This is an optimization exercise on Yosys and OpenROAD, whose aim is small area, a short achievable clock period and few clock cycles per item, not a production implementation.
Only simulation tests tie the RTL to the original design; equivalence was not proved.
Power and IR drop assume default switching activity.

==> flow/design.v, too long to show whole: its modules and the start of the top module <==
// module fp_mul_pp: 64 lines
// module fp_mul_sum: 11 lines
// module fp_mul_rnd: 23 lines
// module mul24_csa: 2033 lines
// module fp_add_al: 54 lines
// module fp_add_sm: 16 lines
// module fp_add_nr: 34 lines
// module tilt_eq: 165 lines
module tilt_eq (
    input  wire        clk,
    input  wire        rst,           
    input  wire        cfg_we,
    input  wire [3:0]  cfg_addr,
    input  wire [31:0] cfg_wdata,
    input  wire        prep,          
    input  wire        in_valid,
    output wire        in_ready,
    input  wire        in_ch,
    input  wire [31:0] in_data,
    output reg         out_valid,
    output reg         out_ch,
    output reg  [31:0] out_data,
    output reg         idle
);
  // ...
==> flow/flow/run.sh <==
#!/bin/bash
# Layout: the standard flow (standard.sh) on every step, with ORFS's
# timing repair asked to reach further than the clock period requires and
# given more freedom. flow/make_vars.txt lists the ORFS settings passed to
# make on top of the standard ones:
#   SETUP_SLACK_MARGIN    repair_timing's setup margin (ns)
#   TNS_END_PERCENT       share of the failing endpoints repair_timing works on
#   MATCH_CELL_FOOTPRINT  0 lets the resizer pick any drive strength
# The clock, the SDC and every other setting stay as the standard flow has
# them. make's full output goes to flow_make.log in this folder; each ORFS
# step also keeps its own log under orfs/logs/.
set -euo pipefail
mapfile -t VARS < <(grep -v '^[[:space:]]*$' flow/make_vars.txt)
bash standard.sh "${VARS[@]}" finish > flow_make.log 2>&1
==> flow/flow/make_vars.txt <==
SETUP_SLACK_MARGIN=17
TNS_END_PERCENT=5
==> flow/standard.sh <==
#!/bin/bash
# synth_recipe.tcl (not shown) runs the flow's synth.tcl, then flattens the netlist and writes it again
# the make line also repeats each setting of config.mk as NAME=value (left out here)
make -C /OpenROAD-flow-scripts/flow DESIGN_CONFIG=/design/flow/config.mk WORK_HOME=/design/flow/orfs CLKGATE_MAP_FILE= SYNTH_SCRIPT=/design/flow/synth_recipe.tcl "${@:-finish}"
==> flow/config.mk <==
export PLATFORM = sky130hd
export DESIGN_NAME = tilt_eq
export DESIGN_NICKNAME = tilt_eq
export VERILOG_FILES = /design/flow/design.v
export SDC_FILE = /design/flow/constraint.sdc
export NUM_CORES = 4
export LEC_CHECK = 0
export CAP_MARGIN = 20
export CORE_MARGIN = 2
export CORE_UTILIZATION = 60
export CTS_CLUSTER_DIAMETER = 140
export CTS_CLUSTER_SIZE = 20
export SLEW_MARGIN = 20
==> flow/constraint.sdc <==
create_clock -name core_clock -period 22.0 [get_ports {clk}]
set_input_delay 4.4000 -clock core_clock [delete_from_list [all_inputs] [get_ports {clk}]]
set_output_delay 4.4000 -clock core_clock [all_outputs]
set_load 0.01 [all_outputs]
==> flow_summary.yaml, run 1 <==
global_routing:
  grt_usage_pct: 35.24
  grt-ovfl-total: 0
  grt_start_max_net_pins: 85
power_and_ir_drop:
  p_int_mw: 5.075
  clock_power_mw: 1.44
  p_seq_share_pct: 35.0
  p_comb_mw: 4.46
detailed_routing:
  m1WireLength_mm: 95.55
  drc: 0
  wl_per_cell_um: 24.79
  wl_mm: 224.3
  top_layer: "met5"
  vias: 56710
sta:
  grt_setup_unrepaired: "true"
  finalSetupTns_ps: 0
  fin_skew_ps: 70.10
  min_period_ps: 5598
  max_freq_mhz: 178.6
  slew_viol_final: 0
finish:
  seq_cells: 1225
  inv_count: 768
  buffers: 329
  diodes: 4
synthesis:
  synth_compound_area_share_pct: 13.91
  postSynth.asyncResetShare_pct: 0
  syn-cell-area_mm2: 0.07428
  yosysSeqAreaShare_pct: 42.17
worst_setup_path:
  cp-startpoint: "ph[6]"
  cp_num_buf_inv: 1
  crit_slowest_cell: "dfxtp_4"
  cp_cell_sequence: "buf_6"
die:
  die_h_um: 355.8
  ios: 110
  tap_cells: 1637
  dieWidth_um: 355.8
min_path:
  min_delay_path_depth: 0
  min_to: "m_ps_r[37]"
clock_tree:
  cts_made_buffers: 73
place:
  postPlaceCellArea_mm2: 0.07707
outcome:
  status: "no timing/DRC/antenna violations"
Testbench counts, summed over its fixed seeds: cycles 79,988, items 6,601.
==> run 2: changes to the inputs <==
--- a/flow/flow/run.sh
+++ b/flow/flow/run.sh
@@ -6,5 +6,5 @@
 #   SETUP_SLACK_MARGIN    repair_timing's setup margin (ns)
 #   TNS_END_PERCENT       share of the failing endpoints repair_timing works on
-#   MATCH_CELL_FOOTPRINT  0 lets the resizer pick any drive strength
+
 # The clock, the SDC and every other setting stay as the standard flow has
 # them. make's full output goes to flow_make.log in this folder; each ORFS
==> flow/flow/make_vars.txt (replaced) <==
SETUP_SLACK_MARGIN=16.4
TNS_END_PERCENT=5
==> flow_summary.yaml, run 2 <==
outcome:
  status: "no timing/DRC/antenna violations"
global_routing:
  grt_start_max_net_pins: 85
  grt_pass1_vias: 55380
  grt_pass1_wl_mm: 337.8
  grt-ovfl-total: 0
  antenna_found_initial: 16
  grt_usage_pct: 35.11
synthesis:
  synth.net_count: 8149
  synth_common_cells: "inv_1 (748), edfxtp_1 (679), nand2_1 (663)"
  synth_cells: 7378
  synthFlopType: "edfxtp_1"
  avgSynthCellArea_um2: 10.07
  ys_seq_elements: 1225
  yosysSeqAreaShare_pct: 42.17
  synth.distinct_cells: 113
  ys_warn_count: 6
  yosysTopAreaCellShare_pct: 27.45
  yosys.area.top_type: "edfxtp_1"
  syn-cell-area_mm2: 0.07428
  synth_edf_count: 679
  synth_area_leaders: "edfxtp_1 (27%), dfxtp_1 (15%), fa_1 (13%), inv_1 (3.8%), ha_1 (3.5%)"
  postSynth.asyncResetShare_pct: 0
  yosysMostFrequentCell: "inv_1"
sta:
  setup_viol: 0
  setup_ws_ps: 16310
  finalCritPeriodShare_pct: 25.89
  hold_viol: 0
  worstMarginPinSlew_ps: 1092
  fin_skew_ps: 71.75
  grt_setup_unrepaired: "true"
  holdWs_ps: 312.2
  finalSetupTns_ps: 0
  min_period_ps: 5695
  timing.slew.headroom_pct: 26.74
  slew_viol_final: 0
  max_freq_mhz: 175.6
clock_tree:
  clk_pin_slew_ps: 90
  clk_path_buf_depth: 3
  cts_tree: "yes"
  clock_latency_ps: 740
  cts_sinks: 1225
  root_buffer: "clkbuf_16"
  cts_made_buffers: 73
  cts_max_level: 3
  hold_buffers: 0
power_and_ir_drop:
  p_leak_nw: 32.09
  p_per_area_mw_per_mm2: 111.2
  combPwrFrac_pct: 48.2
  p_int_mw: 4.971
  p_sw_mw: 3.916
  power_frac_clock_pct: 16.2
  power_mw: 8.887
  swShare_pct: 44.06
  p_seq_share_pct: 35.6
  ir_drop_mv: 0.1250
die:
  rows: 129
  initial_utilization_pct: 60.23
  core_area_mm2: 0.1233
  ios: 110
  dieWidth_um: 355.8
  dieArea_mm2: 0.1266
  die_h_um: 355.8
worst_setup_path:
  cp.arrival_ps: 6070
  cp-start-kind: "primary input"
  cp_max_fo: 33
  crit_required_ps: 22380
  cp-end-kind: "flip-flop"
  crit_type: "in -> reg"
place:
  numPortBuffers: 109
  postPlaceCellArea_mm2: 0.07707
  dpl_worst_slack_ps: 14840
  post-dp-hpwl_mm: 155.5
  routabilityCongestion: 0.9817
finish:
  fin_area_mm2: 0.07992
  largest_register_ffs: 320
  largest_register: "coef"
  final_nets: 8080
  syn2layout_area_growth_pct: 7.592
  layout_commonest_cell: "inv_1"
  final_cell_mix: "inv_1 (747), edfxtp_1 (679), nand2_1 (662)"
  drive_above_1_share_pct: 7.040
  top_regs: "coef (320), hist (256), m_pp_r (121)"
detailed_routing:
  vias: 56240
  drtIter0Drc: 6252
  drt_first_pass_iters: 8
  antenna_left: 0
  viasPerCell: 6.250
  wl_per_cell_um: 24.66
  drc: 0
  wl_mm: 221.9
min_path:
  holdCritPathClass: "reg -> reg"
job:
  maxCapViolations: 0
[run 2: cell counts after synthesis]
No cell type changed its count.
[run 2: power groups by stage]
stage,Sequential [mW],Combinational [mW],Clock [mW]
floorplan,3.06,2.80,0
global placement,3.19,4.04,0
detailed placement,3.19,4.08,0
CTS,3.14,4.12,1.46
global route,3.18,4.62,1.54
finish,3.16,4.28,1.44
[run 2: stage by stage]
stage          instances  util [%]
6_report            8998     64.81
5_1_grt             8995     64.80
3_5_place_dp        8836     62.50
3_3_place_gp        8834     62.49
4_1_cts             8974     64.42
2_1_floorplan       7378         -
[run 2: cell families after synthesis]
kind of cell    after synthesis  synth area share [%]
compound gates             1580                 13.91
flops                      1225                 42.17
xor+xnor                    197                 2.323
mux                         316                 4.648
buf+inv                    1197                 6.142
other cells                   1              0.005049
simple gates               2165                 14.10
fa+ha+maj                   697                 16.70
[run 2: cell type report]
type / instances / area (µm²)
Timing Repair Buffer: 281 / 2567
Clock inverter: 13 / 247.7
Fill cell: 9902 / 43400
Inverter: 766 / 2888
Sequential cell: 1225 / 31350
Tap cell: 1637 / 2048
Multi-Input combinational cell: 4961 / 38810
Antenna cell: 3 / 7.507
Timing Repair inverter: 1 / 5.005
Clock buffer: 111 / 1991
[run 2: metal layers]
| layer | wire, µm | vias up | global-route usage, % |
|---|---|---|---|
| met5 | 78 | - | 0 |
| met4 | 8011 | 12 | 11.38 |
| met3 | 22380 | 523 | 7.816 |
| met2 | 95730 | 2750 | 52.60 |
| met1 | 95720 | 27690 | 50.88 |
| li1 | - | 25260 | - |
[run 2: repair_timing]
item                       in CTS  in global routing
setup endpoints to repair     528                649
pin swaps                       5                  8
gates cloned                    3                  3
resized for setup               7                 76
setup buffers                  11                 15
[run 2: worst max-delay path, stage by stage]
cell and delay, ps:
clkdlybuf4s50_1 760, nand2_1 340, nor2_2 210, buf_6 330
[run 2: worst paths after layout]
| path | startpoint | end | slack (ps) | depth (start not counted) |
|---|---|---|---|---|
| setup / recovery | cfg_addr[1] | coef[7][6] | 16310 | 4 |
| hold / removal | m_pp_r[120] | m_ps_r[37] | 310 | 0 |
| setup reg to reg | xr[29] | a_al_r[19] | 16540 | 22 |
| hold reg to reg | m_pp_r[120] | m_ps_r[37] | 310 | 0 |
==> run 3: changes to the inputs <==
==> flow/flow/make_vars.txt (replaced) <==
SETUP_SLACK_MARGIN=17
TNS_END_PERCENT=5
--- a/flow/config.mk
+++ b/flow/config.mk
@@ -6,8 +6,8 @@
 export NUM_CORES = 4
 export LEC_CHECK = 0
-export CAP_MARGIN = 20
+export CAP_MARGIN = 10
 export CORE_MARGIN = 2
 export CORE_UTILIZATION = 60
 export CTS_CLUSTER_DIAMETER = 140
 export CTS_CLUSTER_SIZE = 20
-export SLEW_MARGIN = 20
+export SLEW_MARGIN = 10
==> flow_summary.yaml, run 3 <==
outcome:
  status: "no timing/DRC/antenna violations"
detailed_routing:
  wl_per_cell_um: 24.90
  drt_first_pass_iters: 7
  drtIter0Drc: 6684
  drc: 0
  viasPerCell: 6.259
  vias: 56610
  antenna_left: 0
  wl_mm: 225.2
clock_tree:
  clock_latency_ps: 730
  hold_buffers: 0
  clk_pin_slew_ps: 90
  cts_max_level: 3
  cts_tree: "yes"
  cts_made_buffers: 73
  clk_path_buf_depth: 3
  cts_sinks: 1225
  root_buffer: "clkbuf_16"
synthesis:
  yosysSeqAreaShare_pct: 42.17
  postSynth.asyncResetShare_pct: 0
  synthFlopType: "edfxtp_1"
  syn-cell-area_mm2: 0.07428
  yosysTopAreaCellShare_pct: 27.45
  synth_common_cells: "inv_1 (748), edfxtp_1 (679), nand2_1 (663)"
  avgSynthCellArea_um2: 10.07
  yosys.area.top_type: "edfxtp_1"
  synth_cells: 7378
  ys_seq_elements: 1225
  ys_warn_count: 6
  yosysMostFrequentCell: "inv_1"
  synth_area_leaders: "edfxtp_1 (27%), dfxtp_1 (15%), fa_1 (13%), inv_1 (3.8%), ha_1 (3.5%)"
  synth.distinct_cells: 113
  synth_edf_count: 679
  synth.net_count: 8149
die:
  ios: 110
  dieArea_mm2: 0.1266
  initial_utilization_pct: 60.23
  die_h_um: 355.8
  rows: 129
  dieWidth_um: 355.8
  core_area_mm2: 0.1233
sta:
  timing.slew.headroom_pct: 11.56
  setup_viol: 0
  finalSetupTns_ps: 0
  grt_setup_unrepaired: "true"
  slew_viol_final: 0
  hold_viol: 0
  max_freq_mhz: 178.8
  setup_ws_ps: 16410
  worstMarginPinSlew_ps: 1315
  finalCritPeriodShare_pct: 25.43
  fin_skew_ps: 59.60
  min_period_ps: 5594
min_path:
  holdCritPathClass: "reg -> reg"
worst_setup_path:
  cp.arrival_ps: 1190
  cp_num_buf_inv: 1
  cp_max_fo: 2
  crit_family: "flip-flops"
  crit_slowest_cell: "dfxtp_4"
  cp_cell_sequence: "buf_6"
  crit_required_ps: 17600
  slowest_delay_ps: 370
  cp-end-kind: "output port"
  cp-start-kind: "flip-flop"
  crit_type: "reg -> out"
finish:
  top_regs: "coef (320), hist (256), m_pp_r (121)"
  final_cell_mix: "inv_1 (746), edfxtp_1 (679), nand2_1 (658)"
  layout_commonest_cell: "inv_1"
  largest_register_ffs: 320
  drive_above_1_share_pct: 8.843
  fillers: 9944
  final_nets: 8129
  largest_register: "coef"
  syn2layout_area_growth_pct: 8.478
place:
  routabilityCongestion: 0.9817
  dpl_worst_slack_ps: 14800
  numPortBuffers: 109
  post-dp-hpwl_mm: 155.5
global_routing:
  grt_usage_pct: 35.26
  grt_pass1_wl_mm: 339.1
  grt_pass1_vias: 55340
  grt_start_max_net_pins: 85
  grt-ovfl-total: 0
  antenna_found_initial: 14
power_and_ir_drop:
  p_per_area_mw_per_mm2: 113.4
  ir_drop_mv: 0.1814
  p_leak_nw: 32.16
job:
  maxCapViolations: 0
==> run 3: cell counts after synthesis <==
Identical to the previous run, type by type.
==> run 3: stage by stage <==
stage | area (µm²) | std cells | utilization (%) | total power [mW] | hold WS [ps]
2_1_floorplan | 74360 | 7378 | - | 5.860 | 309.6
5_1_grt | 80570 | 9045 | 65.34 | 9.567 | 324.0
3_5_place_dp | 77060 | 8834 | 62.49 | 7.268 | 313.6
4_1_cts | 79560 | 8988 | 64.52 | 8.732 | 310.9
6_report | 80570 | 9045 | 65.34 | 9.137 | 318.0
3_3_place_gp | 77060 | 8834 | 62.49 | 7.229 | 310.9
==> run 3: routing by layer <==
metal / vias up / share of wire, % / track usage, %
li1: 25380 / - / -
met1: 27770 / 42 / 50.79
met2: 2930 / 43 / 53.04
met3: 529 / 11 / 8.072
met4: 10 / 3.6 / 11.34
met5: - / 0.029 / 0
==> run 3: final cells by class <==
type                       instances  area [µm²]  share of cell area (%)
multi-input combinational       4962       39130                   48.56
timing repair inverter             1       5.005                0.006211
sequential                      1225       31370                   38.93
timing repair buffer             329        2872                   3.564
tap                             1637        2048                   2.542
clock buffer                     113        2019                   2.506
clock inverter                    11       216.5                  0.2686
inverter                         766        2918                   3.621
antenna                            1       2.502                0.003106
==> run 3: kinds of logic (layout without fill, tap and decap cells) <==
| family | count (synthesis) | after routing | share of synthesized area [%] |
|---|---|---|---|
| AOI/OAI and AO/OA | 1580 | 1582 | 13.91 |
| xor gates and xnor gates | 197 | 197 | 2.323 |
| adders and majority gates | 697 | 697 | 16.70 |
| buffers and inverters | 1197 | 1220 | 6.142 |
| DFF | 1225 | 1225 | 42.17 |
| muxes | 316 | 316 | 4.648 |
| other | 1 | 2 | 0.005049 |
| and+or+nand+nor | 2165 | 2169 | 14.10 |
==> run 3: report_power, final <==
part	total, mW	internal (mW)	switching [mW]	leakage [nW]
Combinational	4.52	1.58	2.94	20.4
Sequential	3.17	2.88	0.297	10.7
Clock	1.45	0.653	0.792	1.06
Total	9.14	5.11	4.03	32.2
==> run 3: repair_timing <==
action / in CTS / in global routing
endpoints found under the setup margin: 740 / 740
buffers inserted: 23 / 48
pin swaps: 11 / 28
gates cloned: 7 / 8
resized for setup: 195 / 125
==> run 3: path summary, 6_finish.rpt <==
| path | from | endpoint | slack [ps] | depth (start not counted) |
|---|---|---|---|---|
| hold / removal | m_pp_r[124] | m_ps_r[41] | 320 | 0 |
| setup reg to reg | mc[28] | m_pp_r[25] | 16570 | 14 |
| setup / recovery | ph[6] | in_ready | 16410 | 1 |
| hold reg to reg | m_pp_r[124] | m_ps_r[41] | 320 | 0 |
==> module fp_add_sm, before the edit <==
module fp_add_sm (
    input  wire [68:0] al,
    output wire [69:0] sm
);
    wire        sw2 = al[68];
    wire        sub = al[62];
    wire [7:0]  el  = al[61:54];
    wire [26:0] big = al[53:27];
    wire [26:0] sml = al[26:0];
    wire [26:0] opl = sw2 ? sml : big;
    wire [26:0] ops = sw2 ? big : sml;
    wire [28:0] sum1 = {1'b0, opl, 1'b1} + {sub, ops ^ {27{sub}}, sub};
    wire [27:0] sum  = sum1[28:1];
    wire [26:0] mark = (el > 8'd27) ? 27'd0 : (27'd1 << (8'd27 - el));
    assign sm = {al[67:63], (sum == 28'd0), (el == 8'd254), el, sum[26:0] | mark, sum};
endmodule
==> module fp_add_nr, before the edit <==
module fp_add_nr (
    input  wire [69:0] sm,
    output wire [31:0] y
);
    wire        sp_nan = sm[69];
    wire        sp_inf = sm[68];
    wire        sp_sgn = sm[67];
    wire        zsgn   = sm[66];
    wire        sl     = sm[65];
    wire        zero   = sm[64];
    wire        el254  = sm[63];
    wire [7:0]  el     = sm[62:55];
    wire [26:0] lzv    = sm[54:28];
    wire [27:0] sum    = sm[27:0];
    reg  [4:0]  lz;
    integer i;
    always @* begin
        lz = 5'd0;
        for (i = 0; i < 27; i = i + 1)
            if (lzv[i]) lz = 5'd26 - i[4:0];
    end
    wire [26:0] nl = sum[26:0] << lz;
    wire        co    = sum[27];
    wire [22:0] mant  = co ? sum[26:4] : nl[25:3];
    wire        guard = co ? sum[3] : nl[2];
    wire        stk   = co ? (|sum[2:0]) : (|nl[1:0]);
    wire [7:0]  ef    = co ? el + 8'd1 : (nl[26] ? el - {3'd0, lz} : 8'd0);
    wire [30:0] pk    = {ef, mant} + {30'd0, guard & (stk | mant[0])};
    assign y = sp_nan ? 32'h7FC00000 :
               sp_inf ? {sp_sgn, 8'hFF, 23'd0} :
               zero ? {zsgn, 31'd0} :
               (co & el254) ? {sl, 8'hFF, 23'd0} :
               {sl, pk};
endmodule
==> module tilt_eq, before the edit <==
module tilt_eq (
    input  wire        clk,
    input  wire        rst,           
    input  wire        cfg_we,
    input  wire [3:0]  cfg_addr,
    input  wire [31:0] cfg_wdata,
    input  wire        prep,          
    input  wire        in_valid,
    output wire        in_ready,
    input  wire        in_ch,
    input  wire [31:0] in_data,
    output reg         out_valid,
    output reg         out_ch,
    output reg  [31:0] out_data,
    output reg         idle
);
    localparam [31:0] ONE = 32'h3F800000;
    integer i;
    reg  [11:0] ph;
    reg         clr_r;
    always @(posedge clk) begin
        if (rst) ph <= 12'b0000_0100_0000;    
        else     ph <= {ph[10:0], ph[11]};
        clr_r       <= rst | prep;
    end
    assign in_ready = ph[6];
    reg [31:0] coef [0:9];
    reg [9:0]  cv;
    always @(posedge clk) begin
        for (i = 0; i < 10; i = i + 1)
            if (cfg_we && !rst && cfg_addr == i) begin
                coef[i] <= cfg_wdata;
                cv[i]   <= 1'b1;
            end else if (clr_r) begin
                cv[i]   <= 1'b0;
            end
    end
    function automatic [31:0] cread(input integer k);
        cread = cv[k] ? coef[k] : ((k == 0 || k == 5) ? ONE : 32'd0);
    endfunction
    reg  [31:0] x0;
    reg         vin, chin;        
    reg         va, cha, byp0;    
    reg         vb, chb, byp1;    
    reg         vo, cho;          
    reg  [1:0]  cnt;              
    wire acc  = in_valid & ph[6] & ~rst;
    wire outn = vo & ph[5];       
    always @(posedge clk) begin
        if (ph[6]) x0 <= in_data;
        if (ph[6])  begin vin <= in_valid; chin <= in_ch; end
        if (ph[10] & ~clr_r) begin va <= vin; cha <= chin; byp0 <= va & (cha == chin); end
        if (ph[4] & ~clr_r)  begin
            vb <= va; chb <= cha; byp1 <= vb & (chb == cha);
            vo <= vb; cho <= chb;
        end
        if (clr_r) begin
            va <= 1'b0; vb <= 1'b0; vo <= 1'b0;
        end
        if (rst) begin
            out_valid <= 1'b0;
            cnt  <= 2'd0;
            idle <= 1'b1;
        end else begin
            out_valid <= outn;
            cnt  <= acc ? (outn ? cnt : cnt + 2'd1) : (outn ? cnt - 2'd1 : cnt);
            idle <= acc ? 1'b0 : (cnt == {1'b0, outn});
        end
    end
    reg  [31:0] y0, y1;           
    reg  [31:0] mx, mc;
    wire [31:0] a_y;              
    wire [124:0] m_pp;
    reg  [124:0] m_pp_r;
    wire [41:0] m_ps;
    reg  [41:0] m_ps_r;
    wire [31:0] m_y;
    reg  [31:0] mr;
    always @(posedge clk) begin
        case (1'b1)
            ph[1] | ph[6] | ph[7]: mx <= x0;
            ph[2] | ph[9]:         mx <= a_y;
            ph[10]:                mx <= y1;
            default:               mx <= y0;
        endcase
        case (1'b1)
            ph[11]:  mc <= cread(7);
            ph[1]:   mc <= cread(1);
            ph[2]:   mc <= cread(3);
            ph[3]:   mc <= cread(5);
            ph[5]:   mc <= cread(4);
            ph[6]:   mc <= cread(2);
            ph[7]:   mc <= cread(0);
            ph[8]:   mc <= cread(6);
            ph[9]:   mc <= cread(8);
            default: mc <= cread(9);
        endcase
    end
    fp_mul_pp  u_mpp (.a(mx), .b(mc), .pp(m_pp));
    fp_mul_sum u_msm (.pp(m_pp_r), .ps(m_ps));
    fp_mul_rnd u_mrn (.ps(m_ps_r), .y(m_y));
    always @(posedge clk) begin
        m_pp_r <= m_pp;
        m_ps_r <= m_ps;
        mr     <= m_y;
    end
    reg [31:0] hist [0:7];
    reg [7:0]  hv;
    reg  [31:0] xr, yr;
    reg  [31:0] hsel;
    reg  [2:0]  hidx;
    always @* begin
        case (1'b1)
            ph[11]:  hidx = {cha, 2'b00};
            ph[3]:   hidx = {chb, 2'b11};
            ph[6]:   hidx = {chb, 2'b10};
            default: hidx = {cha, 2'b01};
        endcase
        hsel = hv[hidx] ? hist[hidx] : 32'd0;
    end
    always @(posedge clk) begin
        case (1'b1)
            (ph[11] & byp0) | (ph[6] & byp1): xr <= a_y;
            ph[11] | ph[3] | ph[6] | ph[8]:   xr <= hsel;
            default:                          xr <= {mr[31] ^ (ph[2] | ph[9]), mr[30:0]};
        endcase
        case (1'b1)
            ph[11]:                yr <= mr;
            ph[3] | ph[8]:         yr <= a_y;
            default:               yr <= {m_y[31] ^ (ph[0] | ph[5]), m_y[30:0]};
        endcase
    end
    wire [68:0] a_al;
    reg  [68:0] a_al_r;
    wire [69:0] a_sm;
    reg  [69:0] a_sm_r;
    reg  [7:0]  a_wh1, a_wh2;     
    fp_add_al u_aal (.a(xr), .b(yr), .al(a_al));
    fp_add_sm u_asm (.al(a_al_r), .sm(a_sm));
    fp_add_nr u_anr (.sm(a_sm_r), .y(a_y));
    always @(posedge clk) begin
        a_al_r <= a_al;
        a_sm_r <= a_sm;
        for (i = 0; i < 8; i = i + 1)
            a_wh1[i] <= (
                (ph[9]  & va & (i == {cha, 2'b00})) |
                (ph[10] & va & (i == {cha, 2'b01})) |
                (ph[4]  & vb & (i == {chb, 2'b10})) |
                (ph[3]  & vb & (i == {chb, 2'b11})));
        a_wh2 <= clr_r ? 8'd0 : a_wh1;   
        if (ph[2]) y0 <= a_y;
        if (ph[9]) y1 <= a_y;
        for (i = 0; i < 8; i = i + 1)
            if (clr_r) begin
                hv[i]   <= 1'b0;
            end else if (a_wh2[i]) begin
                hist[i] <= a_y;
                hv[i]   <= 1'b1;
            end
    end
    always @(posedge clk) begin
        out_data <= y1;
        out_ch   <= cho;
    end
endmodule
==> run 4: changes to the inputs <==
--- a/flow/design.v
+++ b/flow/design.v
@@ -2186,5 +2186,5 @@
 module fp_add_sm (
     input  wire [68:0] al,
-    output wire [69:0] sm
+    output wire [47:0] sm
 );
     wire        sw2 = al[68];
@@ -2197,21 +2197,25 @@
     wire [28:0] sum1 = {1'b0, opl, 1'b1} + {sub, ops ^ {27{sub}}, sub};
     wire [27:0] sum  = sum1[28:1];
-    wire [26:0] mark = (el > 8'd27) ? 27'd0 : (27'd1 << (8'd27 - el));
-    assign sm = {al[67:63], (sum == 28'd0), (el == 8'd254), el, sum[26:0] | mark, sum};
+    wire [7:0]  mp   = 8'd27 - el;
+    wire [4:0]  mpos = (el > 8'd27) ? 5'd31 : mp[4:0];
+    wire        zero = sub ? (opl == ops) : (opl == 27'd0);
+    assign sm = {al[67:63], zero, (el == 8'd254), el, mpos, sum};
 endmodule
 module fp_add_nr (
-    input  wire [69:0] sm,
+    input  wire [47:0] sm,
     output wire [31:0] y
 );
-    wire        sp_nan = sm[69];
-    wire        sp_inf = sm[68];
-    wire        sp_sgn = sm[67];
-    wire        zsgn   = sm[66];
-    wire        sl     = sm[65];
-    wire        zero   = sm[64];
-    wire        el254  = sm[63];
-    wire [7:0]  el     = sm[62:55];
-    wire [26:0] lzv    = sm[54:28];
+    wire        sp_nan = sm[47];
+    wire        sp_inf = sm[46];
+    wire        sp_sgn = sm[45];
+    wire        zsgn   = sm[44];
+    wire        sl     = sm[43];
+    wire        zero   = sm[42];
+    wire        el254  = sm[41];
+    wire [7:0]  el     = sm[40:33];
+    wire [4:0]  mpos   = sm[32:28];
     wire [27:0] sum    = sm[27:0];
+    wire [31:0] mark = 32'd1 << mpos;
+    wire [26:0] lzv  = sum[26:0] | mark[26:0];
     reg  [4:0]  lz;
     integer i;
@@ -2368,7 +2372,8 @@
     wire [68:0] a_al;
     reg  [68:0] a_al_r;
-    wire [69:0] a_sm;
-    reg  [69:0] a_sm_r;
-    reg  [7:0]  a_wh1, a_wh2;     
+    wire [47:0] a_sm;
+    reg  [47:0] a_sm_r;
+    reg         a_wv1, a_wv2;     
+    reg  [2:0]  a_wi1, a_wi2;     
     fp_add_al u_aal (.a(xr), .b(yr), .al(a_al));
     fp_add_sm u_asm (.al(a_al_r), .sm(a_sm));
@@ -2377,11 +2382,13 @@
         a_al_r <= a_al;
         a_sm_r <= a_sm;
-        for (i = 0; i < 8; i = i + 1)
-            a_wh1[i] <= (
-                (ph[9]  & va & (i == {cha, 2'b00})) |
-                (ph[10] & va & (i == {cha, 2'b01})) |
-                (ph[4]  & vb & (i == {chb, 2'b10})) |
-                (ph[3]  & vb & (i == {chb, 2'b11})));
-        a_wh2 <= clr_r ? 8'd0 : a_wh1;   
+        a_wv1 <= (ph[9] | ph[10]) & va | (ph[4] | ph[3]) & vb;
+        case (1'b1)
+            ph[9]:   a_wi1 <= {cha, 2'b00};
+            ph[10]:  a_wi1 <= {cha, 2'b01};
+            ph[4]:   a_wi1 <= {chb, 2'b10};
+            default: a_wi1 <= {chb, 2'b11};
+        endcase
+        a_wv2 <= a_wv1 & ~clr_r;         
+        a_wi2 <= a_wi1;
         if (ph[2]) y0 <= a_y;
         if (ph[9]) y1 <= a_y;
@@ -2389,5 +2396,5 @@
             if (clr_r) begin
                 hv[i]   <= 1'b0;
-            end else if (a_wh2[i]) begin
+            end else if (a_wv2 && a_wi2 == i) begin
                 hist[i] <= a_y;
                 hv[i]   <= 1'b1;
--- a/flow/config.mk
+++ b/flow/config.mk
@@ -6,8 +6,8 @@
 export NUM_CORES = 4
 export LEC_CHECK = 0
-export CAP_MARGIN = 10
+export CAP_MARGIN = 20
 export CORE_MARGIN = 2
 export CORE_UTILIZATION = 60
 export CTS_CLUSTER_DIAMETER = 140
 export CTS_CLUSTER_SIZE = 20
-export SLEW_MARGIN = 10
+export SLEW_MARGIN = 20
==> flow_summary.yaml, run 4 <==
outcome:
  status: "no timing/DRC/antenna violations"
clock_tree:
  cts_sinks: 1195
  root_buffer: "clkbuf_16"
  hold_buffers: 0
  cts_made_buffers: 70
  clk_pin_slew_ps: 90
  clk_path_buf_depth: 3
  cts_tree: "yes"
  cts_max_level: 3
  clock_latency_ps: 720
detailed_routing:
  antenna_left: 0
  viasPerCell: 6.292
  top_layer: "met4"
  m1WireLength_mm: 95.47
  drc: 0
  drtIter0Drc: 6569
  wl_per_cell_um: 25.38
  wl_met3_mm: 24.41
  drt_first_pass_iters: 13
  wl_mm: 228.0
  vias: 56520
  dr_wl_met2_mm: 99.75
min_path:
  holdCritPathClass: "reg -> reg"
  min_delay_path_depth: 0
  min_to: "m_ps_r[27]"
  worstHoldStart: "m_pp_r[111]"
worst_setup_path:
  cp-start-kind: "flip-flop"
  crit_required_ps: 17600
  reg2reg_slack_ps: 16610
  cp_max_fo: 1
  r2r-end: "m_pp_r[27]"
  crit_slowest_cell: "dfxtp_1"
  crit_type: "reg -> out"
  crit_family: "flip-flops"
  slowest_delay_ps: 320
  cp_num_buf_inv: 1
  cp-end-kind: "output port"
  ff2ff_path_depth: 14
  rr_startpoint: "mc[18]"
  cp.arrival_ps: 1180
  cp_cell_sequence: "buf_4"
synthesis:
  synth.net_count: 8086
  synth_area_leaders: "edfxtp_1 (28%), dfxtp_1 (14%), fa_1 (13%), inv_1 (3.7%), ha_1 (3.5%)"
  yosysTopAreaCellShare_pct: 27.71
  synth_compound_area_share_pct: 13.66
  synthFlopType: "edfxtp_1"
  yosys-mux-area-fraction_pct: 4.443
  synth_edf_count: 679
  avgSynthCellArea_um2: 10.06
  yosysMostFrequentCell: "inv_1"
  synth_top_family_by_area: "adder cells"
  synth_adder_area_share_pct: 16.90
  synth_xor_area_share_pct: 2.714
  synth_cells: 7313
  synth.distinct_cells: 123
  ys_seq_elements: 1195
  synth_common_cells: "inv_1 (730), edfxtp_1 (679), nand2_1 (577)"
  ys_warn_count: 6
  yosys.area_share.simple_pct: 14.36
  syn-cell-area_mm2: 0.07358
  yosys.area.top_type: "edfxtp_1"
  postSynth.asyncResetShare_pct: 0
  yosysSeqAreaShare_pct: 41.75
finish:
  largest_register: "coef"
  largest_register_ffs: 320
  fin_area_mm2: 0.08049
  syn2layout_area_growth_pct: 9.394
  final_cell_mix: "inv_1 (721), edfxtp_1 (679), nand2_1 (567)"
  layout_commonest_cell: "inv_1"
  drive_above_1_share_pct: 9.982
  top_regs: "coef (320), hist (256), m_pp_r (121)"
  final_nets: 8078
sta:
  min_period_ps: 5579
  hold_viol: 0
  fin_skew_ps: 60.30
  setup_viol: 0
  setup_ws_ps: 16420
  timing.slew.headroom_pct: 22.06
  finalSetupTns_ps: 0
  grt_setup_unrepaired: "true"
  slew_viol_final: 0
  finalCritPeriodShare_pct: 25.36
  worstMarginPinSlew_ps: 1161
  max_freq_mhz: 179.2
die:
  rows: 128
  core_area_mm2: 0.1217
  dieWidth_um: 354.2
  dieArea_mm2: 0.1254
  ios: 110
  die_h_um: 354.2
  initial_utilization_pct: 60.45
place:
  numPortBuffers: 109
  postPlaceCellArea_mm2: 0.07618
  post-dp-hpwl_mm: 156.6
  routabilityCongestion: 0.9585
  dpl_worst_slack_ps: 14910
power_and_ir_drop:
  p_per_area_mw_per_mm2: 113.7
  ir_drop_mv: 0.1153
  p_leak_nw: 31.97
global_routing:
  grt_start_max_net_pins: 80
  antenna_found_initial: 8
  grt_usage_pct: 35.90
  grt_pass1_wl_mm: 342.7
  grt-ovfl-total: 0
  grt_pass1_vias: 55430
job:
  maxCapViolations: 0
-- run 4: metal layers --
layer  up-vias  global-route usage, %
li1      25180                      -
met1     27820                  51.74
met2      2964                  54.25
met3       553                  7.907
met4         0                  11.53
met5         -                      0
-- run 4: how the worst max path moves through the flow --
stage	startpoint	endpoint	slack, ps	cells after the start
finish	out_data[29]	out_data[29]	16420	1
global route	cfg_we	coef[0][12]	16390	6
CTS	out_data[21]	out_data[21]	16390	1
detailed placement	rst	coef[1][4]	14910	4
global placement	rst	coef[1][4]	14970	4
floorplan	rst	coef[0][0]	15810	3
-- run 4: repair_timing --
| action | 4_1_cts | 5_1_grt |
|---|---|---|
| setup buffers | 62 | 40 |
| gates cloned | 12 | 8 |
| resized for setup | 308 | 141 |
| pin swaps | 45 | 33 |
| setup endpoints to repair | 835 | 708 |
-- run 4: per-stage QoR --
stage	total power [mW]	utilization [%]	instances	hold slack, ps
4_1_cts	8.811	65.25	8930	329.9
3_3_place_gp	7.196	62.57	8734	309.7
5_1_grt	9.580	66.12	8978	335.5
3_5_place_dp	7.217	62.59	8736	312.1
2_1_floorplan	5.813	-	7313	309.6
6_report	9.153	66.13	8982	320.5
-- run 4: cell families after synthesis --
logic type | after synthesis
simple gates | 2163
flops | 1195
other cells | 1
buf+inv | 1185
xor+xnor | 228
mux | 301
compound gates | 1541
fa+ha+maj | 699
-- run 4: power breakdown --
part,switching (mW),leakage (nW),internal (mW)
registers,0.319,10.4,2.80
clock network,0.764,0.996,0.615
logic,3.03,20.6,1.62
total,4.12,32.0,5.04
-- run 4: area by class of cell --
type / instances / area (µm²)
Fill cell: 9604 / 41230
Antenna cell: 4 / 10.01
Timing Repair Buffer: 342 / 3100
Multi-Input combinational cell: 4944 / 39560
Timing Repair inverter: 3 / 18.77
Inverter: 749 / 2863
Clock inverter: 10 / 209.0
Clock buffer: 110 / 1902
Tap cell: 1625 / 2033
Sequential cell: 1195 / 30790
Testbench counts of run 4, summed over its fixed seeds: cycles 79,988, items 6,601.
==> run 5: changes to the inputs <==
==> flow/flow/make_vars.txt (replaced) <==
SETUP_SLACK_MARGIN=18.5
TNS_END_PERCENT=5
==> flow_summary.yaml, run 5 <==
global_routing:
  grt_pass1_wl_mm: 344.5
  grt_pass1_vias: 55800
  grt-ovfl-total: 0
  antenna_found_initial: 13
  grt_usage_pct: 36.12
  grt_start_max_net_pins: 150
synthesis:
  yosysTopAreaCellShare_pct: 27.71
  avgSynthCellArea_um2: 10.06
  yosys.area.top_type: "edfxtp_1"
  yosysSeqAreaShare_pct: 41.75
  yosysMostFrequentCell: "inv_1"
  synth_area_leaders: "edfxtp_1 (28%), dfxtp_1 (14%), fa_1 (13%), inv_1 (3.7%), ha_1 (3.5%)"
  postSynth.asyncResetShare_pct: 0
  synth_edf_count: 679
  ys_seq_elements: 1195
  synth.net_count: 8086
  synthFlopType: "edfxtp_1"
  ys_warn_count: 6
  synth.distinct_cells: 123
  synth_common_cells: "inv_1 (730), edfxtp_1 (679), nand2_1 (577)"
  synth_cells: 7313
  syn-cell-area_mm2: 0.07358
die:
  initial_utilization_pct: 60.45
  core_area_mm2: 0.1217
  ios: 110
  dieArea_mm2: 0.1254
  dieWidth_um: 354.2
  rows: 128
  die_h_um: 354.2
detailed_routing:
  drtIter0Drc: 7602
  antenna_left: 0
  wl_mm: 236.7
  drt_first_pass_iters: 8
  wl_per_cell_um: 25.86
  viasPerCell: 6.343
  vias: 58060
  drc: 0
power_and_ir_drop:
  ir_drop_mv: 0.1084
  combPwrFrac_pct: 53.4
  power_frac_clock_pct: 14.1
  p_leak_nw: 33.21
  p_sw_mw: 4.277
  swShare_pct: 44.66
  p_seq_share_pct: 32.5
  p_per_area_mw_per_mm2: 114.9
  p_int_mw: 5.301
worst_setup_path:
  crit_type: "reg -> out"
  cp-end-kind: "output port"
  cp.arrival_ps: 1150
  crit_family: "flip-flops"
  crit_required_ps: 17600
  cp_max_fo: 2
  cp-start-kind: "flip-flop"
  crit_slowest_cell: "dfxtp_4"
  slowest_delay_ps: 360
  reg2reg_slack_ps: 16800
  cp_num_cells: 1
  cp_cell_sequence: "buf_6"
  cp_num_buf_inv: 1
  ff2ff_path_depth: 21
place:
  postPlaceCellArea_mm2: 0.07619
  numPortBuffers: 109
  post-dp-hpwl_mm: 156.0
  routabilityCongestion: 0.9730
finish:
  multi_input_area_mm2: 0.04031
  largest_register_ffs: 320
  fillers: 9261
  layout_commonest_cell: "inv_1"
  largest_register: "coef"
  final_cell_mix: "inv_1 (694), edfxtp_1 (679), nand2_1 (565)"
  syn2layout_area_growth_pct: 13.29
  drive_above_1_share_pct: 14.01
  fin_area_mm2: 0.08335
  regArea_mm2: 0.03087
  final_nets: 8250
  top_regs: "coef (320), hist (256), m_pp_r (121)"
clock_tree:
  cts_sinks: 1195
  clk_pin_slew_ps: 90
  clk_path_buf_depth: 3
  cts_made_buffers: 70
  cts_tree: "yes"
  cts_max_level: 3
  clock_latency_ps: 680
  root_buffer: "clkbuf_16"
sta:
  finalCritPeriodShare_pct: 25.22
  worstMarginPinSlew_ps: 1225
  min_period_ps: 5549
  max_freq_mhz: 180.2
  timing.slew.headroom_pct: 18.36
  finalSetupTns_ps: 0
  hold_viol: 0
  slew_viol_final: 0
  holdWs_ps: 327.9
  setup_viol: 0
  fin_skew_ps: 37.22
  grt_setup_unrepaired: "true"
job:
  maxCapViolations: 0
min_path:
  min_delay_path_depth: 0
  holdCritPathClass: "reg -> reg"
outcome:
  status: "no timing/DRC/antenna violations"
run 5: logic make-up after synthesis:
group                      synth area share (%)
AOI/OAI and AO/OA                         13.66
buffers and inverters                     6.171
DFF                                       41.75
and+or+nand+nor                           14.36
adders and majority gates                 16.90
muxes                                     4.443
xor gates and xnor gates                  2.714
other                                  0.005097
run 5: path summary, 6_finish.rpt:
| kind | from | endpoint |
|---|---|---|
| min reg2reg | m_pp_r[110] | m_ps_r[26] |
| max | ph[6] | in_ready |
| max reg2reg | a_sm_r[30] | y1[26] |
| min | m_pp_r[110] | m_ps_r[26] |
run 5: repair_timing:
item	in CTS	in global routing
hold buffers	0	0
pin swaps	61	108
endpoints found under the setup margin	1335	1322
cloned	14	24
setup buffers	114	143
resized for setup	400	381
run 5: power groups by stage:
| stage | clock (mW) | combinational (mW) | sequential, mW |
|---|---|---|---|
| global route | 1.44 | 5.40 | 3.13 |
| detailed placement | 0 | 4.08 | 3.15 |
| finish | 1.35 | 5.11 | 3.12 |
| floorplan | 0 | 2.83 | 2.98 |
| global placement | 0 | 4.06 | 3.15 |
| CTS | 1.36 | 4.55 | 3.09 |
run 5: final cells by class:
cell class	count	share of cell area (%)
Antenna cell	5	0.01501
Clock buffer	111	2.286
Clock inverter	8	0.1621
Inverter	749	3.511
Multi-Input combinational cell	4943	48.37
Sequential cell	1195	37.04
Tap cell	1625	2.439
Timing Repair Buffer	514	6.153
Timing Repair inverter	4	0.03152
run 5: per-layer routing:
metal	part of all wire [%]	GRT usage, %	vias to the layer above
li1	-	-	25520
met1	41	52.51	28500
met2	43	54.03	3371
met3	11	6.982	660
met4	4.4	13.37	6
met5	0.043	0	-
run 5: stage by stage:
step | util, % | power [mW] | worst slack [ps] | instances
floorplan | - | 5.813 | 15810 | 7313
global placement | 62.60 | 7.202 | 14960 | 8735
detailed placement | 62.60 | 7.229 | 14920 | 8735
CTS | 65.94 | 9.009 | 16420 | 8982
global route | 68.47 | 9.967 | 16420 | 9149
finish | 68.48 | 9.579 | 16450 | 9154
==> run 6: changes to the inputs <==
==> flow/flow/make_vars.txt (replaced) <==
SETUP_SLACK_MARGIN=17
TNS_END_PERCENT=20
==> flow_summary.yaml, run 6 <==
detailed_routing:
  viasPerCell: 6.318
  wl_per_cell_um: 25.48
  wl_met3_mm: 24.98
  dr_wl_met2_mm: 101.4
  antenna_left: 0
  top_layer: "met5"
  drc: 0
  m1WireLength_mm: 96.15
  drt_first_pass_iters: 8
  vias: 57450
  wl_mm: 231.7
  drtIter0Drc: 7156
outcome:
  status: "no timing/DRC/antenna violations"
worst_setup_path:
  cp-end-kind: "output port"
  cp-startpoint: "ph[6]"
  crit_type: "reg -> out"
  crit_slowest_cell: "dfxtp_4"
  crit_family: "flip-flops"
  cp_cell_sequence: "buf_6"
  cp_max_fo: 2
  cp.arrival_ps: 1150
  slowest_delay_ps: 360
  cp-start-kind: "flip-flop"
  crit_required_ps: 17600
  rr_startpoint: "a_sm_r[30]"
  cp_num_buf_inv: 1
sta:
  hold_viol: 0
  timing.slew.headroom_pct: 18.68
  max_freq_mhz: 180.3
  slew_viol_final: 0
  min_period_ps: 5548
  worstMarginPinSlew_ps: 1220
  finalSetupTns_ps: 0
  holdWs_ps: 330.7
  fin_skew_ps: 36.45
  grt_setup_unrepaired: "true"
  finalCritPeriodShare_pct: 25.22
  setup_ws_ps: 16450
  setup_viol: 0
synthesis:
  yosysSeqAreaShare_pct: 41.75
  synth_area_leaders: "edfxtp_1 (28%), dfxtp_1 (14%), fa_1 (13%), inv_1 (3.7%), ha_1 (3.5%)"
  syn-cell-area_mm2: 0.07358
  synth.distinct_cells: 123
  synth.net_count: 8086
  avgSynthCellArea_um2: 10.06
  synth_edf_count: 679
  synthFlopType: "edfxtp_1"
  yosys.area.top_type: "edfxtp_1"
  synth_common_cells: "inv_1 (730), edfxtp_1 (679), nand2_1 (577)"
  ys_warn_count: 6
  synth_cells: 7313
  yosysTopAreaCellShare_pct: 27.71
  postSynth.asyncResetShare_pct: 0
  ys_seq_elements: 1195
  yosysMostFrequentCell: "inv_1"
die:
  dieWidth_um: 354.2
  dieArea_mm2: 0.1254
  ios: 110
  die_h_um: 354.2
  initial_utilization_pct: 60.45
  core_area_mm2: 0.1217
  rows: 128
clock_tree:
  cts_max_level: 3
  clk_pin_slew_ps: 80
  cts_tree: "yes"
  cts_sinks: 1195
  root_buffer: "clkbuf_16"
  cts_made_buffers: 70
  clock_latency_ps: 680
  clk_path_buf_depth: 3
place:
  dpl_worst_slack_ps: 14920
  routabilityCongestion: 0.9730
  post-dp-hpwl_mm: 156.0
  numPortBuffers: 109
power_and_ir_drop:
  p_int_mw: 5.300
  combPwrFrac_pct: 53.3
  swShare_pct: 44.55
  power_mw: 9.559
  p_seq_share_pct: 32.6
  ir_drop_mv: 0.1061
  p_sw_mw: 4.258
  p_per_area_mw_per_mm2: 115.8
  power_frac_clock_pct: 14.1
  p_leak_nw: 32.85
finish:
  drive_above_1_share_pct: 12.62
  final_cell_mix: "inv_1 (717), edfxtp_1 (679), nand2_1 (566)"
  largest_register_ffs: 320
  top_regs: "coef (320), hist (256), m_pp_r (121)"
  syn2layout_area_growth_pct: 12.17
  largest_register: "coef"
  layout_commonest_cell: "inv_1"
  final_nets: 8192
global_routing:
  grt_pass1_wl_mm: 345.2
  grt_pass1_vias: 55930
  grt-ovfl-total: 0
  grt_usage_pct: 36.20
  antenna_found_initial: 11
  grt_start_max_net_pins: 150
min_path:
  worstHoldStart: "m_pp_r[116]"
  holdCritPathClass: "reg -> reg"
job:
  maxCapViolations: 0
==> run 6: layer usage <==
| layer | track usage (%) | vias up |
|---|---|---|
| met5 | 0 | - |
| met4 | 13.33 | 2 |
| met3 | 7.244 | 548 |
| met2 | 54.29 | 3154 |
| met1 | 52.36 | 28340 |
| li1 | - | 25410 |
==> run 6: kinds of logic (layout without fill, tap and decap cells) <==
family	Yosys count	count (layout)	share of synthesized area [%]
AND/OR/NAND/NOR	2163	2172	14.36
AO/OA/AOI/OAI	1541	1544	13.66
flip-flops	1195	1195	41.75
buffers and inverters	1185	1326	6.171
adder cells (fa/ha/maj)	699	699	16.90
multiplexers	301	301	4.443
XOR/XNOR	228	228	2.714
other	1	3	0.005097
==> run 6: what timing repair did <==
action                     CTS  global route
buffers inserted           114            99
gates cloned                17             7
pin swaps                   57           101
gates resized for setup    378           309
setup endpoints to repair  839           678
hold buffers                 0             0
==> run 6: power by group through the flow <==
stage	sequential, mW	clock, mW	combinational (mW)
floorplan	2.98	0	2.83
global placement	3.15	0	4.06
detailed placement	3.15	0	4.08
CTS	3.09	1.36	4.56
global route	3.13	1.44	5.39
finish	3.12	1.35	5.09
==> run 6: worst paths after layout <==
check | slack [ps] | to | cells past startpoint
hold / removal | 330 | m_ps_r[32] | 0
setup reg to reg | 16900 | hist[4][23] | 17
hold reg to reg | 330 | m_ps_r[32] | 0
setup / recovery | 16450 | in_ready | 1
==> run 6: cell type report <==
class | count | area (µm²)
Antenna cell | 2 | 5.005
Clock inverter | 8 | 135.1
Clock buffer | 111 | 1906
Timing Repair Buffer | 456 | 4473
Sequential cell | 1195 | 30820
Inverter | 749 | 2900
Timing Repair inverter | 2 | 13.76
Tap cell | 1625 | 2033
Fill cell | 9463 | 39190
Multi-Input combinational cell | 4945 | 40240
==> run 6: through the flow <==
| step | util [%] | instances | cell area [µm²] |
|---|---|---|---|
| floorplan | - | 7313 | 73660 |
| detailed placement | 62.60 | 8735 | 76190 |
| global placement | 62.60 | 8735 | 76190 |
| CTS | 65.95 | 8985 | 80270 |
| global route | 67.80 | 9091 | 82530 |
| finish | 67.81 | 9093 | 82530 |
==> run 7: changes to the inputs <==
==> flow/flow/make_vars.txt (replaced) <==
SETUP_SLACK_MARGIN=17
TNS_END_PERCENT=5
--- a/flow/config.mk
+++ b/flow/config.mk
@@ -8,5 +8,5 @@
 export CAP_MARGIN = 20
 export CORE_MARGIN = 2
-export CORE_UTILIZATION = 60
+export CORE_UTILIZATION = 68
 export CTS_CLUSTER_DIAMETER = 140
 export CTS_CLUSTER_SIZE = 20
==> flow_summary.yaml, run 7 <==
sta:
  grt_setup_unrepaired: "true"
  setup_viol: 0
  max_freq_mhz: 179.7
  min_period_ps: 5564
  holdWs_ps: 316.2
  finalCritPeriodShare_pct: 25.29
  worstMarginPinSlew_ps: 1214
  timing.slew.headroom_pct: 18.74
  finalSetupTns_ps: 0
  slew_viol_final: 0
  hold_viol: 0
  fin_skew_ps: 65.80
worst_setup_path:
  ff2ff_path_depth: 14
  cp_max_fo: 17
  cpMostUsedCell: "buf_12"
  crit_type: "in -> reg"
  crit_slowest_cell: "clkdlybuf4s50_1"
  crit_required_ps: 22370
  slowest_delay_ps: 510
  cp-end-kind: "flip-flop"
  r2r-end: "m_pp_r[23]"
  cp.arrival_ps: 5930
  rr_startpoint: "mc[16]"
  cp_cell_sequence: "clkdlybuf4s50_1 > nand2b_4 > or3_4 > nor3_4 > buf_12 > buf_12"
  reg2reg_slack_ps: 16520
  cp-start-kind: "primary input"
global_routing:
  grt_usage_pct: 40.27
  grt_pass1_vias: 57270
  grt-ovfl-total: 0
  grt_start_max_net_pins: 91
  grt_pass1_wl_mm: 340.3
  antenna_found_initial: 16
synthesis:
  ys_seq_elements: 1195
  ys_warn_count: 6
  synth_xor_area_share_pct: 2.714
  synth_cells: 7313
  synth.net_count: 8086
  yosysMostFrequentCell: "inv_1"
  yosys.area.top_type: "edfxtp_1"
  synthFlopType: "edfxtp_1"
  synth_top_family_by_area: "adder cells"
  synth.distinct_cells: 123
  avgSynthCellArea_um2: 10.06
  synth_compound_area_share_pct: 13.66
  synth_adder_area_share_pct: 16.90
  yosysTopAreaCellShare_pct: 27.71
  yosys-mux-area-fraction_pct: 4.443
  synth_common_cells: "inv_1 (730), edfxtp_1 (679), nand2_1 (577)"
  syn-cell-area_mm2: 0.07358
  yosysSeqAreaShare_pct: 41.75
  synth_edf_count: 679
  postSynth.asyncResetShare_pct: 0
  synth_area_leaders: "edfxtp_1 (28%), dfxtp_1 (14%), fa_1 (13%), inv_1 (3.7%), ha_1 (3.5%)"
  yosys.area_share.simple_pct: 14.36
clock_tree:
  cts_made_buffers: 69
  clk_path_buf_depth: 3
  root_buffer: "clkbuf_16"
  clk_pin_slew_ps: 80
  cts_sinks: 1195
  cts_max_level: 3
  cts_tree: "yes"
  hold_buffers: 0
  clock_latency_ps: 700
finish:
  top_regs: "coef (320), hist (256), m_pp_r (121)"
  largest_register_ffs: 320
  largest_register: "coef"
  layout_commonest_cell: "inv_1"
  regArea_mm2: 0.03079
  final_nets: 8089
  instances_no_fill: 8767
  multi_input_area_mm2: 0.03973
  fillers: 7329
  final_cell_mix: "inv_1 (719), edfxtp_1 (679), nand2_1 (569)"
  fin_area_mm2: 0.08042
  syn2layout_area_growth_pct: 9.302
  drive_above_1_share_pct: 10.43
detailed_routing:
  drtIter0Drc: 7618
  drt_first_pass_iters: 10
  wl_mm: 227.6
  drc: 0
  antenna_left: 0
  viasPerCell: 6.636
  wl_per_cell_um: 25.96
  vias: 58180
place:
  dp_cells: 8516
  routabilityCongestion: 0.9804
  numPortBuffers: 109
  postPlaceCellArea_mm2: 0.07589
  post-dp-hpwl_mm: 154.4
die:
  dieWidth_um: 332.9
  die_h_um: 332.9
  initial_utilization_pct: 68.63
  rows: 120
  ios: 110
  dieArea_mm2: 0.1108
  core_area_mm2: 0.1072
power_and_ir_drop:
  ir_drop_mv: 0.1368
  p_leak_nw: 32.05
  power_mw: 9.161
  p_per_area_mw_per_mm2: 113.9
min_path:
  holdCritPathClass: "reg -> reg"
  min_to: "m_ps_r[37]"
  min_delay_path_depth: 0
  worstHoldStart: "m_pp_r[120]"
job:
  maxCapViolations: 0
outcome:
  status: "no timing/DRC/antenna violations"
run 7: cell counts after synthesis:
Identical to the previous run, type by type.
run 7: worst max-delay path: cells and delay by family:
| kind | cells | cell delay [ps] |
|---|---|---|
| buf+inv | 3 | 830 |
| simple gates | 3 | 690 |
run 7: through the flow:
step | utilization (%) | worst slack [ps]
after floorplan | - | 15810
after global placement | 70.78 | 14950
after detailed placement | 70.79 | 14950
after CTS | 73.72 | 16440
after global routing | 75.01 | 16410
final | 75.02 | 16440
run 7: worst max path at each step:
stage                      from  cells after the start          end  slack, ps
global route             cfg_we                      6  coef[0][17]      16410
floorplan                   rst                      3   coef[0][0]      15810
global placement            rst                      4   coef[1][4]      14950
detailed placement          rst                      4   coef[1][4]      14950
finish                   cfg_we                      6  coef[0][22]      16440
CTS                 out_data[0]                      1  out_data[0]      16440
run 7: final cells by class:
class | count | share of cell area, %
tap | 1403 | 2.183
timing repair inverter | 3 | 0.02489
clock buffer | 109 | 2.346
clock inverter | 7 | 0.1914
sequential | 1195 | 38.29
antenna | 3 | 0.009335
inverter | 749 | 3.578
multi-input combinational | 4941 | 49.40
timing repair buffer | 357 | 3.980
run 7: layer usage:
metal	vias to the layer above	track usage, %	part of all wire, %
li1	25160	-	-
met1	28240	55.51	38
met2	3963	60.55	44
met3	799	11.10	13
met4	14	16.48	4.9
met5	-	0	0.029
run 7: cell families after synthesis:
family / Yosys count
AOI/OAI and AO/OA: 1541
xor gates and xnor gates: 228
adders and majority gates: 699
buffers and inverters: 1185
DFF: 1195
muxes: 301
other: 1
and+or+nand+nor: 2163
run 7: where the power goes:
group | total (mW) | switching, mW | internal (mW)
clock | 1.34 | 0.737 | 0.605
combinational | 4.68 | 3.05 | 1.63
sequential | 3.14 | 0.335 | 2.81
run 7: repair_timing:
item | CTS | global route
setup endpoints to repair | 834 | 725
buffers inserted | 58 | 59
cloned | 10 | 5
pin swaps | 33 | 43
gates resized for setup | 309 | 187
==> run 8: changes to the inputs <==
==> flow/flow/make_vars.txt (replaced) <==
SETUP_SLACK_MARGIN=17
TNS_END_PERCENT=1
==> flow_summary.yaml, run 8 <==
finish:
  top_regs: "coef (320), hist (256), m_pp_r (121)"
  final_core_util_pct: 74.38
  drive_above_1_share_pct: 9.329
  layout_commonest_cell: "inv_1"
  final_cell_mix: "inv_1 (725), edfxtp_1 (679), nand2_1 (569)"
  final_nets: 8060
  instances_no_fill: 8738
  largest_register: "coef"
  largest_register_ffs: 320
  syn2layout_area_growth_pct: 8.378
die:
  initial_utilization_pct: 68.63
  rows: 120
  ios: 110
  dieWidth_um: 332.9
  core_area_mm2: 0.1072
  dieArea_mm2: 0.1108
  die_h_um: 332.9
min_path:
  holdCritPathClass: "reg -> reg"
clock_tree:
  cts_tree: "yes"
  clock_latency_ps: 700
  hold_buffers: 0
  cts_made_buffers: 69
  root_buffer: "clkbuf_16"
  clk_path_buf_depth: 3
  cts_max_level: 3
  cts_sinks: 1195
  clk_pin_slew_ps: 80
sta:
  grt_setup_unrepaired: "true"
  holdWs_ps: 315.4
  setup_viol: 0
  timing.slew.headroom_pct: 21.66
  finalCritPeriodShare_pct: 25.31
  max_freq_mhz: 179.6
  finalSetupTns_ps: 0
  worstMarginPinSlew_ps: 1175
  fin_skew_ps: 62.24
  min_period_ps: 5568
  slew_viol_final: 0
  hold_viol: 0
worst_setup_path:
  crit_required_ps: 22370
  r2r-end: "mx[28]"
  cp-startpoint: "cfg_we"
  cp-start-kind: "primary input"
  crit_path_end: "coef[0][22]"
  rr_startpoint: "a_sm_r[29]"
  cp.arrival_ps: 5930
  reg2reg_slack_ps: 16590
  ff2ff_path_depth: 18
  cp-end-kind: "flip-flop"
  crit_type: "in -> reg"
  cp_max_fo: 17
detailed_routing:
  viasPerCell: 6.608
  vias: 57740
  wl_mm: 225.6
  wl_per_cell_um: 25.81
  drc: 0
  drt_first_pass_iters: 8
  drtIter0Drc: 7315
  antenna_left: 0
outcome:
  status: "no timing/DRC/antenna violations"
power_and_ir_drop:
  p_leak_nw: 31.83
  ir_drop_mv: 0.1411
  p_per_area_mw_per_mm2: 112.8
synthesis:
  synthFlopType: "edfxtp_1"
  yosys.area.top_type: "edfxtp_1"
  synth.net_count: 8086
  synth_common_cells: "inv_1 (730), edfxtp_1 (679), nand2_1 (577)"
  ys_warn_count: 6
  synth_area_leaders: "edfxtp_1 (28%), dfxtp_1 (14%), fa_1 (13%), inv_1 (3.7%), ha_1 (3.5%)"
  synth_cells: 7313
  synth.distinct_cells: 123
  ys_seq_elements: 1195
  yosysTopAreaCellShare_pct: 27.71
  yosysMostFrequentCell: "inv_1"
  postSynth.asyncResetShare_pct: 0
  avgSynthCellArea_um2: 10.06
  synth_edf_count: 679
  syn-cell-area_mm2: 0.07358
  yosysSeqAreaShare_pct: 41.75
global_routing:
  grt_pass1_wl_mm: 340.1
  grt_usage_pct: 40.23
  grt_start_max_net_pins: 91
  grt-ovfl-total: 0
  antenna_found_initial: 15
  grt_pass1_vias: 57270
place:
  numPortBuffers: 109
  post-dp-hpwl_mm: 154.4
  dp_cells: 8516
  routabilityCongestion: 0.9804
job:
  maxCapViolations: 0
run 8: cell types whose count changed in the layout (fill, tap and decap cells not counted), sizes merged:
cell,delta
clkinv,+1
buf,-28
inv,+1
clkinvlp,-3
run 8: kinds of logic (layout without fill, tap and decap cells):
group	after synthesis	after routing	synth area share (%)
xor gates and xnor gates	228	228	2.714
muxes	301	301	4.443
and+or+nand+nor	2163	2170	14.36
DFF	1195	1195	41.75
AOI/OAI and AO/OA	1541	1542	13.66
other	1	4	0.005097
adders and majority gates	699	699	16.90
buffers and inverters	1185	1196	6.171
run 8: critical path, cell delays in order:
cell and delay, ps:
clkdlybuf4s50_1 510, nand2b_4 70, or3_4 430, nor3_4 190, buf_12 160, buf_12 160
run 8: final cells by class:
cell class / instances / area, µm²
antenna: 3 / 7.507
fill: 7423 / 27460
tap: 1403 / 1755
sequential: 1195 / 30790
clock buffer: 109 / 1887
multi-input combinational: 4941 / 39320
inverter: 749 / 2867
clock inverter: 7 / 153.9
timing repair inverter: 2 / 15.01
timing repair buffer: 329 / 2953
run 8: what timing repair did:
action                                  in CTS  in global routing
pin swaps                                   30                 27
endpoints found under the setup margin     834                723
cloned                                      10                  4
resized for setup                          293                118
setup buffers                               57                 32
run 8: power by group:
part / switching, mW / internal (mW) / total, mW
Combinational: 2.96 / 1.55 / 4.52
Clock: 0.740 / 0.605 / 1.34
Sequential: 0.333 / 2.80 / 3.14
run 8: worst min-delay path by stage:
stage / to / depth (start not counted) / startpoint / slack (ps)
6_report: m_ps_r[37] / 0 / m_pp_r[120] / 320
5_1_grt: a_wi2[2] / 0 / a_wi1[2] / 340
4_1_cts: m_ps_r[37] / 0 / m_pp_r[120] / 320
3_5_place_dp: a_wi2[0] / 0 / a_wi1[0] / 310
3_3_place_gp: a_wi2[1] / 0 / a_wi1[1] / 310
2_1_floorplan: a_sm_r[43] / 0 / a_al_r[63] / 310
run 8: stage by stage:
stage	cell area (µm²)	worst slack [ps]	power, mW
after global placement	75880	14950	7.110
after global routing	79740	16410	9.376
after detailed placement	75890	14950	7.163
after floorplan	73660	15810	5.813
final	79740	16430	8.998
after CTS	78930	16440	8.690
run 8: routing by layer:
| metal | GRT usage (%) | up-vias | wire [µm] |
|---|---|---|---|
| met5 | 0 | - | 87 |
| met4 | 16.25 | 14 | 10440 |
| met3 | 11.23 | 702 | 29390 |
| met2 | 60.62 | 3817 | 99000 |
| met1 | 55.32 | 28090 | 86630 |
| li1 | - | 25110 | - |

## re-timing with driven ports
In the flow no input, the clock included, has a driving cell. The finished layouts below were timed again as built, in two steps.
Step 1 assumes that a clkbuf_16 drives the clock port and a buf_2 every other input.
Step 2 times the ports against the registers' clock, not the clock port: input delays grow and output delays shrink by t, the midpoint of the rising clock arrivals with the driver on.
a / b / c = ideal / step 1 / step 2; a / b = the first two.
run | shift t [ns] | setup WS [ns] | worst setup path after step 2 | latest minus earliest clock arrival (ns) | worst register clock-pin slew, ns
run 1 | 0.779 | 16.402 / 16.321 / 15.859 | input to register | 0.073 / 0.073 | 0.09 / 0.09
run 2 | 0.780 | 16.305 / 16.274 / 15.582 | input to register | 0.075 / 0.075 | 0.09 / 0.09
run 3 | 0.776 | 16.406 / 16.325 / 15.894 | input to register | 0.063 / 0.063 | 0.10 / 0.10
run 4 | 0.776 | 16.421 / 16.338 / 15.712 | input to register | 0.061 / 0.060 | 0.10 / 0.10
run 5 | 0.739 | 16.451 / 16.370 / 16.023 | input to register | 0.040 / 0.040 | 0.10 / 0.10
run 6 | 0.742 | 16.452 / 16.367 / 15.961 | input to register | 0.037 / 0.037 | 0.11 / 0.11
run 7 | 0.747 | 16.436 / 16.368 / 15.744 | input to register | 0.069 / 0.068 | 0.10 / 0.10
run 8 | 0.748 | 16.432 / 16.366 / 15.738 | input to register | 0.063 / 0.063 | 0.10 / 0.10
After both steps setup and hold are still met in every run listed. The setup slack of run 2, which loses most, moves by -0.031 ns with the drivers and by -0.723 ns with both steps.
